Source: an optimization exercise on an open RTL-to-GDS flow (aim: small area, a short achievable clock period and few clock cycles per item). Production flows keep margins and buffers that such runs may drop.
Function was checked by simulation only, so behaviour that the tests miss may differ from the original.

==> fjord: inputs <==
==> flow/design.v (excerpt) <==
module pid4 (
    input  wire        clk,
    input  wire        rst,
    input  wire        cmd_valid,
    output wire        cmd_ready,
    input  wire [1:0]  cmd_op,       
    input  wire [1:0]  cmd_wheel,
    input  wire [31:0] cmd_a0,       
    input  wire [31:0] cmd_a1,       
    input  wire [31:0] cmd_a2,       
    input  wire [15:0] cmd_dt,       
    output reg         rsp_valid,
    output reg  [31:0] rsp_out,      
    output reg         rsp_numerr,   
    output reg  [31:0] rsp_integ     
);
    localparam OP_UPDATE = 2'd0;
    localparam OP_RESET  = 2'd1;
    localparam OP_GAINS  = 2'd2;
    localparam OP_RANGE  = 2'd3;
    localparam DPS = 3;
    localparam NS  = 9;
    localparam SD0 = 5;                
    localparam SD  = SD0 + NS + 1;     
    localparam SS  = SD + 2;           
    localparam SL  = SS + 1;           
    reg stall;                         
    assign cmd_ready = !stall;
    wire accept = cmd_valid && !stall && !rst;
    reg [SL-1:0] vld;                  
    reg [1:0]    op [0:SL-1];
    reg [1:0]    wh [0:SL-1];
    integer j;
    always @(posedge clk) begin
        if (rst) begin
            vld   <= {SL{1'b0}};
            stall <= 1'b0;
        end else begin
            stall <= !stall && vld[0] && op[0] == OP_UPDATE && vld[1] && op[1] == OP_UPDATE &&
                     wh[0] == wh[1];
            if (stall)
                vld <= {vld[SL-2:2], 1'b0, vld[1:0]};
            else
                vld <= {vld[SL-2:0], accept};
        end
  ...
==> flow/config.mk <==
export PLATFORM = sky130hd
export DESIGN_NAME = pid4
export DESIGN_NICKNAME = pid4
export VERILOG_FILES = /design/flow/design.v
export SDC_FILE = /design/flow/constraint.sdc
export NUM_CORES = 4
export LEC_CHECK = 0
export CAP_MARGIN = 40
export CORE_MARGIN = 2
export CORE_UTILIZATION = 45
export SLEW_MARGIN = 40
==> flow/constraint.sdc <==
create_clock -name core_clock -period 22.0 [get_ports {clk}]
set_input_delay 4.4000 -clock core_clock [delete_from_list [all_inputs] [get_ports {clk}]]
set_output_delay 4.4000 -clock core_clock [all_outputs]
set_load 0.01 [all_outputs]
standard.sh (not shown) runs the stock make flow with config.mk's settings and CLKGATE_MAP_FILE= SYNTH_SCRIPT=/design/flow/synth_recipe.tcl, a recipe that flattens the netlist after the stock synthesis.
==> flow/flow/run.sh <==
#!/bin/bash
# The standard layout (standard.sh: the standard flow's synthesis, floorplan, power grid,
# placement, clock tree, routing, at the design's clock period and
# constraints), with ORFS's repair_timing asked to leave 14 ns of setup slack
# instead of 0, so that it sizes and buffers the logic for a shorter achieved
# period. make's full output goes to flow_make.log here; each ORFS step also
# keeps its own log under orfs/logs.
set -euo pipefail
cd "$(dirname "$0")/.."
bash standard.sh SETUP_SLACK_MARGIN=14 finish > flow_make.log 2>&1
==> inputs of quartz, as changes to fjord <==
--- a/flow/design.v
+++ b/flow/design.v
@@ -402,20 +402,15 @@
             end else if (accept && cmd_op == OP_GAINS && cmd_wheel == w) begin
                 kp[w] <= cmd_a0;
                 ki[w] <= cmd_a1;
                 kd[w] <= cmd_a2;
             end
         end
     end
-    wire        pfw = vld[0] && wh[0] == cmd_wheel;
-    wire [31:0] prev_n = (pfw && op[0] == OP_UPDATE) ? e0 :
-                         (pfw && op[0] == OP_RESET)  ? 32'd0 : prev[cmd_wheel];
-    reg  [31:0] prev_r;
-    always @(posedge clk)
-        if (!stall) prev_r <= prev_n;
+    wire [31:0] prev_r = prev[wh[0]];
     wire [40:0] ua_z;
     fp_add_a u_add_ua (.a(e0), .b({~prev_r[31], prev_r[30:0]}), .m(ua_z));
     wire [67:0] ta_z;
     fp_mul_a #(.WB(16), .BINT(1)) u_mul_ta (.a(e0), .b({16'd0, dt0}), .m(ta_z));
     wire [15:0] dn_z;
     wire [3:0]  dsh_z;
     wire        dz_z;
==> flow/config.mk (replaced) <==
export PLATFORM = sky130hd
export DESIGN_NAME = pid4
export DESIGN_NICKNAME = pid4
export VERILOG_FILES = /design/flow/design.v
export SDC_FILE = /design/flow/constraint.sdc
export NUM_CORES = 4
export LEC_CHECK = 0
export CAP_MARGIN = 20
export CORE_MARGIN = 2
export CORE_UTILIZATION = 45
export SLEW_MARGIN = 20
==> run notes <==
- In quartz the sequential share of layout area is lower than in fjord, by 0.30 points.
- In quartz the global-route usage is higher than in fjord, by 0.57 points.
- Against fjord, the worst hold slack of quartz is worse by 0.015 ns.
- Register-to-register slack: fjord is higher than quartz (1.0 ns).
- fjord completed with no timing, DRC or antenna violations. quartz reached the layout checks and failed them: max-capacitance violations, max-slew violations.
Testbench counts of fjord, summed over its fixed seeds: cycles 3,354, updates 2,699.
Testbench counts of quartz, summed over its fixed seeds: cycles 3,354, updates 2,699.

port drivers added, routing unchanged:
The results above use ideal ports. As a check the final layouts listed here were re-extracted and re-timed, cells and wires unchanged.
Step 1 (the two cells are an assumption about what drives the block):
set clk [get_ports {clk}]
set_driving_cell -lib_cell sky130_fd_sc_hd__clkbuf_16 $clk
set_driving_cell -lib_cell sky130_fd_sc_hd__buf_2 [delete_from_list [all_inputs] $clk]
Step 2 moves the port delays by t, midway between the first and last clock arrival at a register: inputs arrive t later, outputs are due t later. That takes back most of the time a late clock gives input paths.
Three values: ideal ports, drivers, drivers and shift; two values: the first two.
| run | t, ns | slack for setup (ns) | worst hold slack (ns) | worst setup path after step 2 |
|---|---|---|---|---|
| fjord | 1.147 | 13.247 / 13.247 / 13.247 | 0.286 / 0.286 / 0.286 | register to register |
| quartz | 1.147 | 12.225 / 12.225 / 12.225 | 0.271 / 0.271 / 0.271 | register to register |
